Source: an optimization exercise on an open RTL-to-GDS flow (aim: small area). Production flows keep margins and buffers that such runs may drop.
The RTL was checked by simulation tests, not by an equivalence proof against the original design.
The flow treats the clock pin as an ideal source, which a real chip does not have.
No activity file was given, so power comes from the tool's default toggle rates.

## alpha
Design irtx, start of the top module:
module irtx (
    input  wire        clk,
    input  wire        rst,         
    input  wire        cmd_valid,
    input  wire [39:0] cmd_word,
    input  wire [3:0]  trig,
    output wire        ir_out,
    output wire        busy,
    output wire        cmd_ready
);
For scale: ~320 cells after synthesis, ~2400 µm² of cells after synthesis.
==> flow/config.mk <==
export PLATFORM = sky130hd
export DESIGN_NAME = irtx
export DESIGN_NICKNAME = irtx
export VERILOG_FILES = /design/flow/design.v
export SDC_FILE = /design/flow/constraint.sdc
export NUM_CORES = 4
export LEC_CHECK = 0
export CAP_MARGIN = 0
export CORE_MARGIN = 2
export CORE_UTILIZATION = 80
export SLEW_MARGIN = 0
==> flow/constraint.sdc <==
create_clock -name core_clock -period 10.0 [get_ports {clk}]
set_input_delay 2.0000 -clock core_clock [delete_from_list [all_inputs] [get_ports {clk}]]
set_output_delay 2.0000 -clock core_clock [all_outputs]
set_load 0.01 [all_outputs]
standard.sh (not shown) runs the stock make flow with config.mk's settings and CLKGATE_MAP_FILE= SYNTH_SCRIPT=/design/flow/synth_recipe.tcl, a recipe that flattens the netlist after the stock synthesis.
==> flow/flow/run.sh <==
#!/bin/bash
# Layout flow: the standard synthesis, then its combinational logic
# re-mapped by ABC with area-oriented scripts, some of them with ABC's deep
# synthesis (the smallest of their results is kept; every register of the standard synthesis is kept as it is: same
# instance, name and cell type), then the standard floorplan-to-finish
# steps, with the port buffers made of the smallest buffer cell and the clock
# tree made by flow/clkbuf.tcl. Each tool writes its full output to a log here.
set -euo pipefail
R=orfs/results/$FLOW_PLATFORM/irtx/base
LIB=$FLOW_HOME/platforms/$FLOW_PLATFORM/lib/sky130_fd_sc_hd__tt_025C_1v80.lib
YOSYS=$(command -v yosys || echo "$FLOW_HOME/../tools/install/yosys/bin/yosys")

# 1. standard synthesis
bash standard.sh synth > synth.log 2>&1
cp $R/1_2_yosys.v std_1_2_yosys.v

# 2. re-map the combinational logic; registers are black boxes
python3 flow/mkmodels.py "$LIB" models.v > mkmodels.log 2>&1
DU=$(sed 's/^/-dont_use /' flow/dont_use.txt | tr '\n' ' ')
resyn() {
  local s=$1 n
  n=$(basename $s .abc)
  "$YOSYS" -l resyn_$n.log -p "read_verilog models.v; read_verilog std_1_2_yosys.v; \
      hierarchy -top $FLOW_TOP; flatten; opt -purge; techmap; opt -purge; \
      abc -script $PWD/$s -liberty $LIB $DU; \
      splitnets; opt_clean -purge; \
      hilomap -singleton -hicell sky130_fd_sc_hd__conb_1 HI -locell sky130_fd_sc_hd__conb_1 LO; \
      insbuf -buf sky130_fd_sc_hd__buf_1 A X; opt_clean -purge; \
      select -module $FLOW_TOP; write_verilog -noattr -nohex -nodec -selected resyn_$n.v; \
      tee -o resyn_$n.stat stat -liberty $LIB" > resyn_$n.out 2>&1 || true
}
# ABC's deep synthesis, with a range of random seeds
mkdir -p abc
cp flow/area*.abc abc/
for seed in $(seq 1 16); do
  printf "strash\n&get -n\n&deepsyn -T 20 -S $seed\n&dch -f\n&nf -a -R 1000\n&put\n" > abc/deep$seed.abc
done
# the scripts run side by side
jobs_max=${NUM_CORES:-4}
for s in abc/*.abc; do
  while (( $(jobs -rp | wc -l) >= jobs_max )); do sleep 1; done
  resyn $s &
done
wait
best=""; best_area=""
for s in abc/*.abc; do
  n=$(basename $s .abc)
  a=$(awk '/Chip area/ {print $NF}' resyn_$n.stat 2>/dev/null || true)
  echo "$n $a" >> resyn_areas.txt
  if [[ -n "$a" ]] && { [[ -z "$best_area" ]] || awk -v x="$a" -v y="$best_area" 'BEGIN{exit !(x < y)}'; }; then
    best=$n; best_area=$a
  fi
done
echo "kept $best $best_area" >> resyn_areas.txt
if [[ -n "$best" ]]; then
  cp resyn_$best.v $R/1_2_yosys.v
  rm -f $R/1_synth.odb $R/1_synth.sdc
fi

# 3. the rest of the standard flow
bash standard.sh "BUFFER_PORTS_ARGS=-buffer_cell sky130_fd_sc_hd__buf_1" \
  "PRE_CTS_TCL=$PWD/flow/clkbuf.tcl" finish > make.log 2>&1
==> flow/flow/clkbuf.tcl <==
# Run before CTS: the register clock pins are split by position into NB
# groups; the clock port drives one clock buffer per group, which drives the
# group's clock pins. CTS is then told to leave those nets as they are.
set nb 2
set cell sky130_fd_sc_hd__clkbuf_8
set block [ord::get_db_block]
set clknet [$block findNet clk]
set master [[ord::get_db] findMaster $cell]
set sinks {}
foreach it [$clknet getITerms] {
  set bb [[$it getInst] getBBox]
  lappend sinks [list $it [$bb xMin] [$bb yMin]]
}
set sinks [lsort -integer -index 1 $sinks]
set n [llength $sinks]
set skip [list clk]
for {set g 0} {$g < $nb} {incr g} {
  set lo [expr {$g * $n / $nb}]; set hi [expr {($g + 1) * $n / $nb}]
  set inst [odb::dbInst_create $block $master clkroot_buf_$g]
  set net [odb::dbNet_create $block clk_root_$g]
  $net setSigType CLOCK
  set xs 0; set ys 0
  foreach s [lrange $sinks $lo [expr {$hi - 1}]] {
    set it [lindex $s 0]
    set xs [expr {$xs + [lindex $s 1]}]; set ys [expr {$ys + [lindex $s 2]}]
    $it disconnect
    $it connect $net
  }
  [$inst findITerm A] connect $clknet
  [$inst findITerm X] connect $net
  set k [expr {$hi - $lo}]
  $inst setLocation [expr {$xs / $k}] [expr {$ys / $k}]
  $inst setPlacementStatus PLACED
  lappend skip clk_root_$g
}
puts "clock buffers: $nb x $cell for $n clock pins"
set_cts_config -skip_nets $skip
Other scripts of this flow, unchanged in this note and not shown: flow/flow/area1.abc, flow/flow/area2.abc, flow/flow/area3.abc, flow/flow/area4.abc, flow/flow/dont_use.txt, flow/flow/mkmodels.py
The log for alpha ends in global placement without I/O with error GPL-0301, so the run never completed.
#### Input delta (beta over alpha)
- CORE_UTILIZATION: 80 -> 40
- CAP_MARGIN: 0 -> 20
- SLEW_MARGIN: 0 -> 20
diff --git a/flow/flow/clkbuf.tcl b/flow/flow/clkbuf.tcl
--- a/flow/flow/clkbuf.tcl
+++ b/flow/flow/clkbuf.tcl
@@ -3,3 +3,3 @@
 # group's clock pins. CTS is then told to leave those nets as they are.
-set nb 2
+set nb 3
 set cell sky130_fd_sc_hd__clkbuf_8
==> comparison <==
Seen in the log of alpha: GPL-0301 during global placement without I/O, after which the run never completed. Having completed the whole flow, beta delivered a layout that passed the timing, design-rule and antenna checks. The synthesized cell area was comparable across alpha and beta. | synthesized cell count | beta vs alpha | ≈ equal |. Horizontal extent of the die (lower): alpha.
What gamma does differently from beta at the input level:
- swapping 20 for 0 in SLEW_MARGIN
- swapping 40 for 65 in CORE_UTILIZATION
- swapping 20 for 0 in CAP_MARGIN
Results
gamma reports a lower relative area change from synthesis to final layout than beta does. Against beta as the reference, gamma delivers a higher post-route clock skew. Diff beta..gamma | DRC violation count after routing | unchanged. Tightest slew margin relative to the limit on gamma is ahead of beta. gamma — cell area 1.0% lower, beta as reference. Looking at non-filler instance count after layout, gamma sits 26 lower than beta does.

Another version of the RTL of irtx (not shown whole).
For scale: ~310 cells after synthesis, roughly 50 I/O pins.
## irtx
module irtx (
    input  wire        clk,
    input  wire        rst,         
    input  wire        cmd_valid,
    input  wire [39:0] cmd_word,
    input  wire [3:0]  trig,
    output wire        ir_out,
    output wire        busy,
    output wire        cmd_ready
);
export LEC_CHECK = 0
export CAP_MARGIN = 0
export CORE_MARGIN = 2
export CORE_UTILIZATION = 65
export SLEW_MARGIN = 0
create_clock -name core_clock -period 10.0 [get_ports {clk}]
==> flow/flow/run.sh <==
#!/bin/bash
# Layout flow: the standard synthesis, then its combinational logic
# re-mapped by ABC with area-oriented scripts, some of them with ABC's deep
# synthesis (the smallest of their results is kept; every register of the standard synthesis is kept as it is: same
# instance, name and cell type), then the standard floorplan-to-finish
# steps, with the port buffers made of the smallest buffer cell and the clock
# tree made by flow/clkbuf.tcl. Each tool writes its full output to a log here.
set -euo pipefail
R=orfs/results/$FLOW_PLATFORM/irtx/base
LIB=$FLOW_HOME/platforms/$FLOW_PLATFORM/lib/sky130_fd_sc_hd__tt_025C_1v80.lib
YOSYS=$(command -v yosys || echo "$FLOW_HOME/../tools/install/yosys/bin/yosys")

# 1. standard synthesis
bash standard.sh synth > synth.log 2>&1
cp $R/1_2_yosys.v std_1_2_yosys.v

# 2. re-map the combinational logic; registers are black boxes
python3 flow/mkmodels.py "$LIB" models.v > mkmodels.log 2>&1
DU=$(sed 's/^/-dont_use /' flow/dont_use.txt | tr '\n' ' ')
resyn() {
  local s=$1 n
  n=$(basename $s .abc)
  "$YOSYS" -l resyn_$n.log -p "read_verilog models.v; read_verilog std_1_2_yosys.v; \
      hierarchy -top $FLOW_TOP; flatten; opt -purge; techmap; opt -purge; \
      abc -script $PWD/$s -liberty $LIB $DU; \
      splitnets; opt_clean -purge; \
      hilomap -singleton -hicell sky130_fd_sc_hd__conb_1 HI -locell sky130_fd_sc_hd__conb_1 LO; \
      insbuf -buf sky130_fd_sc_hd__buf_1 A X; opt_clean -purge; \
      select -module $FLOW_TOP; write_verilog -noattr -nohex -nodec -selected resyn_$n.v; \
      tee -o resyn_$n.stat stat -liberty $LIB" > resyn_$n.out 2>&1 || true
}
# ABC's deep synthesis, with a range of random seeds
mkdir -p abc
cp flow/area*.abc abc/
for seed in $(seq 1 64); do
  printf "strash\n&get -n\n&deepsyn -T 40 -S $seed\n&dch -f\n&nf -a -R 1000\n&put\n" > abc/deep$seed.abc
done
# the scripts run side by side
jobs_max=${NUM_CORES:-4}
for s in abc/*.abc; do
  while (( $(jobs -rp | wc -l) >= jobs_max )); do sleep 1; done
  resyn $s &
done
wait
best=""; best_area=""
for s in abc/*.abc; do
  n=$(basename $s .abc)
  a=$(awk '/Chip area/ {print $NF}' resyn_$n.stat 2>/dev/null || true)
  echo "$n $a" >> resyn_areas.txt
  if [[ -n "$a" ]] && { [[ -z "$best_area" ]] || awk -v x="$a" -v y="$best_area" 'BEGIN{exit !(x < y)}'; }; then
    best=$n; best_area=$a
  fi
done
echo "kept $best $best_area" >> resyn_areas.txt
if [[ -n "$best" ]]; then
  cp resyn_$best.v $R/1_2_yosys.v
  rm -f $R/1_synth.odb $R/1_synth.sdc
fi

# 3. the rest of the standard flow
bash standard.sh "BUFFER_PORTS_ARGS=-buffer_cell sky130_fd_sc_hd__buf_1" \
  "PRE_CTS_TCL=$PWD/flow/clkbuf.tcl" finish > make.log 2>&1
==> flow/flow/clkbuf.tcl <==
# Run before CTS: the register clock pins are split by position into NB
# groups; the clock port drives one clock buffer per group, which drives the
# group's clock pins. CTS is then told to leave those nets as they are.
set nb 3
set cell sky130_fd_sc_hd__clkbuf_8
set block [ord::get_db_block]
set clknet [$block findNet clk]
set master [[ord::get_db] findMaster $cell]
set sinks {}
foreach it [$clknet getITerms] {
  set bb [[$it getInst] getBBox]
  lappend sinks [list $it [$bb xMin] [$bb yMin]]
}
set sinks [lsort -integer -index 1 $sinks]
set n [llength $sinks]
set skip [list clk]
for {set g 0} {$g < $nb} {incr g} {
  set lo [expr {$g * $n / $nb}]; set hi [expr {($g + 1) * $n / $nb}]
  set inst [odb::dbInst_create $block $master clkroot_buf_$g]
  set net [odb::dbNet_create $block clk_root_$g]
  $net setSigType CLOCK
  set xs 0; set ys 0
  foreach s [lrange $sinks $lo [expr {$hi - 1}]] {
    set it [lindex $s 0]
    set xs [expr {$xs + [lindex $s 1]}]; set ys [expr {$ys + [lindex $s 2]}]
    $it disconnect
    $it connect $net
  }
  [$inst findITerm A] connect $clknet
  [$inst findITerm X] connect $net
  set k [expr {$hi - $lo}]
  $inst setLocation [expr {$xs / $k}] [expr {$ys / $k}]
  $inst setPlacementStatus PLACED
  lappend skip clk_root_$g
}
puts "clock buffers: $nb x $cell for $n clock pins"
set_cts_config -skip_nets $skip
Other scripts of this flow, unchanged in this note and not shown: flow/flow/area1.abc, flow/flow/area2.abc, flow/flow/area3.abc, flow/flow/area4.abc, flow/flow/dont_use.txt, flow/flow/mkmodels.py
Then changed:
--- a/flow/flow/run.sh
+++ b/flow/flow/run.sh
@@ -34,4 +34,4 @@
 cp flow/area*.abc abc/
-for seed in $(seq 1 64); do
-  printf "strash\n&get -n\n&deepsyn -T 40 -S $seed\n&dch -f\n&nf -a -R 1000\n&put\n" > abc/deep$seed.abc
+for seed in $(seq 1 48); do
+  printf "strash\n&get -n\n&deepsyn -T 20 -S $seed\n&dch -f\n&nf -a -R 1000\n&put\n" > abc/deep$seed.abc
 done
Outcome: The new run finished with timing, DRC and antenna clean. Synthesized cell count went up slightly. Utilization went up by 0.40 points. Power went down slightly. Critical path depth went down by 2. Global-route usage went up by 1.5 points. Final cell count went up slightly. Worst hold slack hardly moves.
Then changed:
--- a/flow/flow/run.sh
+++ b/flow/flow/run.sh
@@ -34,4 +34,4 @@
 cp flow/area*.abc abc/
-for seed in $(seq 1 48); do
-  printf "strash\n&get -n\n&deepsyn -T 20 -S $seed\n&dch -f\n&nf -a -R 1000\n&put\n" > abc/deep$seed.abc
+for seed in $(seq 1 8); do
+  printf "strash\n&get -n\n&deepsyn -T 10 -S $seed\n&dch -f\n&nf -a -R 1000\n&put\n" > abc/deep$seed.abc
 done
==> flow/flow/clkbuf.tcl (replaced) <==
# Run before CTS: the register clock pins are split by position into two
# groups (cut across x or across y, whichever gives the smaller groups); the
# clock port drives one clock buffer per group, placed at the middle of its
# group, which drives the group's clock pins. CTS is then told to leave those
# nets as they are.
set cell sky130_fd_sc_hd__clkbuf_8
set block [ord::get_db_block]
set clknet [$block findNet clk]
set master [[ord::get_db] findMaster $cell]
set sinks {}
foreach it [$clknet getITerms] {
  set bb [[$it getInst] getBBox]
  lappend sinks [list $it [expr {([$bb xMin] + [$bb xMax]) / 2}] [expr {([$bb yMin] + [$bb yMax]) / 2}]]
}
set n [llength $sinks]
proc hpwl {ss} {
  set x0 1e12; set x1 -1e12; set y0 1e12; set y1 -1e12
  foreach s $ss {
    set x [lindex $s 1]; set y [lindex $s 2]
    set x0 [expr {min($x0, $x)}]; set x1 [expr {max($x1, $x)}]
    set y0 [expr {min($y0, $y)}]; set y1 [expr {max($y1, $y)}]
  }
  return [list [expr {$x1 - $x0 + $y1 - $y0}] [expr {($x0 + $x1) / 2}] [expr {($y0 + $y1) / 2}]]
}
set best {}
set bestcost 1e18
foreach idx {1 2} {
  set sorted [lsort -integer -index $idx $sinks]
  set h [expr {$n / 2}]
  set g0 [lrange $sorted 0 [expr {$h - 1}]]
  set g1 [lrange $sorted $h end]
  set cost [expr {max([lindex [hpwl $g0] 0], [lindex [hpwl $g1] 0])}]
  if {$cost < $bestcost} { set bestcost $cost; set best [list $g0 $g1] }
}
set skip [list clk]
set g 0
foreach grp $best {
  set inst [odb::dbInst_create $block $master clkroot_buf_$g]
  set net [odb::dbNet_create $block clk_root_$g]
  $net setSigType CLOCK
  foreach s $grp {
    set it [lindex $s 0]
    $it disconnect
    $it connect $net
  }
  [$inst findITerm A] connect $clknet
  [$inst findITerm X] connect $net
  set c [hpwl $grp]
  $inst setLocation [lindex $c 1] [lindex $c 2]
  $inst setPlacementStatus PLACED
  lappend skip clk_root_$g
  incr g
}
puts "clock buffers: 2 x $cell for $n clock pins, largest group hpwl $bestcost"
set_cts_config -skip_nets $skip
Flip-flop and latch count stays the same; setup slack gets worse by 470 ps; wire length shrinks by 4.5%; clock skew barely changes; global-route usage shrinks by 1.1 points; final area hardly moves; maximum frequency shrinks by 8.0%; register-to-register slack gets worse by 470 ps; power shrinks by 1.9%.
Then changed:
--- a/flow/flow/run.sh
+++ b/flow/flow/run.sh
@@ -34,4 +34,4 @@
 cp flow/area*.abc abc/
-for seed in $(seq 1 8); do
-  printf "strash\n&get -n\n&deepsyn -T 10 -S $seed\n&dch -f\n&nf -a -R 1000\n&put\n" > abc/deep$seed.abc
+for seed in $(seq 1 16); do
+  printf "strash\n&get -n\n&deepsyn -T 20 -S $seed\n&dch -f\n&nf -a -R 1000\n&put\n" > abc/deep$seed.abc
 done
==> flow/flow/clkbuf.tcl (replaced) <==
# Run before CTS: the register clock pins are split by position into NB
# groups; the clock port drives one clock buffer per group, which drives the
# group's clock pins. CTS is then told to leave those nets as they are.
set nb 3
set cell sky130_fd_sc_hd__clkbuf_8
set block [ord::get_db_block]
set clknet [$block findNet clk]
set master [[ord::get_db] findMaster $cell]
set sinks {}
foreach it [$clknet getITerms] {
  set bb [[$it getInst] getBBox]
  lappend sinks [list $it [$bb xMin] [$bb yMin]]
}
set sinks [lsort -integer -index 1 $sinks]
set n [llength $sinks]
set skip [list clk]
for {set g 0} {$g < $nb} {incr g} {
  set lo [expr {$g * $n / $nb}]; set hi [expr {($g + 1) * $n / $nb}]
  set inst [odb::dbInst_create $block $master clkroot_buf_$g]
  set net [odb::dbNet_create $block clk_root_$g]
  $net setSigType CLOCK
  set xs 0; set ys 0
  foreach s [lrange $sinks $lo [expr {$hi - 1}]] {
    set it [lindex $s 0]
    set xs [expr {$xs + [lindex $s 1]}]; set ys [expr {$ys + [lindex $s 2]}]
    $it disconnect
    $it connect $net
  }
  [$inst findITerm A] connect $clknet
  [$inst findITerm X] connect $net
  set k [expr {$hi - $lo}]
  $inst setLocation [expr {$xs / $k}] [expr {$ys / $k}]
  $inst setPlacementStatus PLACED
  lappend skip clk_root_$g
}
puts "clock buffers: $nb x $cell for $n clock pins"
set_cts_config -skip_nets $skip
Effect: The changed run finished with timing, DRC and antenna clean; cell count came out higher by 0.96%; clock power climbs by about 17%; critical path depth fell by 4; maximum frequency goes up by about 16%; clock skew hardly moves; wire length rose by about 6.4%; setup slack improves by 810 ps; sequential share of layout area came out lower by 0.15 points; synthesized cell count went up by 0.94%; die area stays flat.
Then changed:
--- a/flow/flow/run.sh
+++ b/flow/flow/run.sh
@@ -34,4 +34,4 @@
 cp flow/area*.abc abc/
-for seed in $(seq 1 16); do
-  printf "strash\n&get -n\n&deepsyn -T 20 -S $seed\n&dch -f\n&nf -a -R 1000\n&put\n" > abc/deep$seed.abc
+for seed in $(seq 1 128); do
+  printf "strash\n&get -n\n&deepsyn -T 40 -S $seed\n&dch -f\n&nf -a -R 1000\n&put\n" > abc/deep$seed.abc
 done
Global-route usage shrinks by 0.59 points.
Clock power decreases by about 3%.
Via count falls by 1.5%.

## separate check: timing with driven ports
The flow's constraints put no driver on any port. The routed layouts listed below were extracted and timed again, unchanged, in two steps. Step 1 (the two cells are an assumption about what drives the block):
set clk [get_ports {clk}]
set_driving_cell -lib_cell sky130_fd_sc_hd__clkbuf_16 $clk
set_driving_cell -lib_cell sky130_fd_sc_hd__buf_2 [delete_from_list [all_inputs] $clk]
Step 2 also shifts input and output timing later by t, the mid clock arrival at the registers, as if the neighbouring blocks saw the same clock. Three values: ideal ports, drivers, drivers and shift; two values: the first two.
| run | t (ns) | setup WS [ns] | hold slack, ns | worst setup path at the end | worst slew at a driven data input, ns |
|---|---|---|---|---|---|
| beta | 0.196 | 5.034 / 5.059 / 4.864 | 0.526 / 0.526 / 0.526 | input to register | 0.04 |
| gamma | 0.192 | 5.027 / 5.027 / 4.889 | 0.513 / 0.513 / 0.513 | input to register | 0.03 |
| the first run of note 2 | 0.196 | 3.698 / 3.698 / 3.698 | 0.531 / 0.531 / 0.531 | register to register | 0.03 |
| the second run of note 2 | 0.194 | 4.599 / 4.599 / 4.599 | 0.532 / 0.532 / 0.532 | register to register | 0.03 |
| the third run of note 2 | 0.207 | 4.130 / 4.130 / 4.130 | 0.518 / 0.518 / 0.518 | register to register | 0.03 |
| the fourth run of note 2 | 0.196 | 4.939 / 4.939 / 4.939 | 0.526 / 0.526 / 0.526 | register to register | 0.03 |
| the fifth run of note 2 | 0.194 | 5.676 / 5.677 / 5.534 | 0.505 / 0.505 / 0.505 | input to register | 0.04 |
After both steps setup and hold are still met in every run listed. The setup slack of beta, which loses most, moves by +0.025 ns with the drivers and by -0.170 ns with both steps.
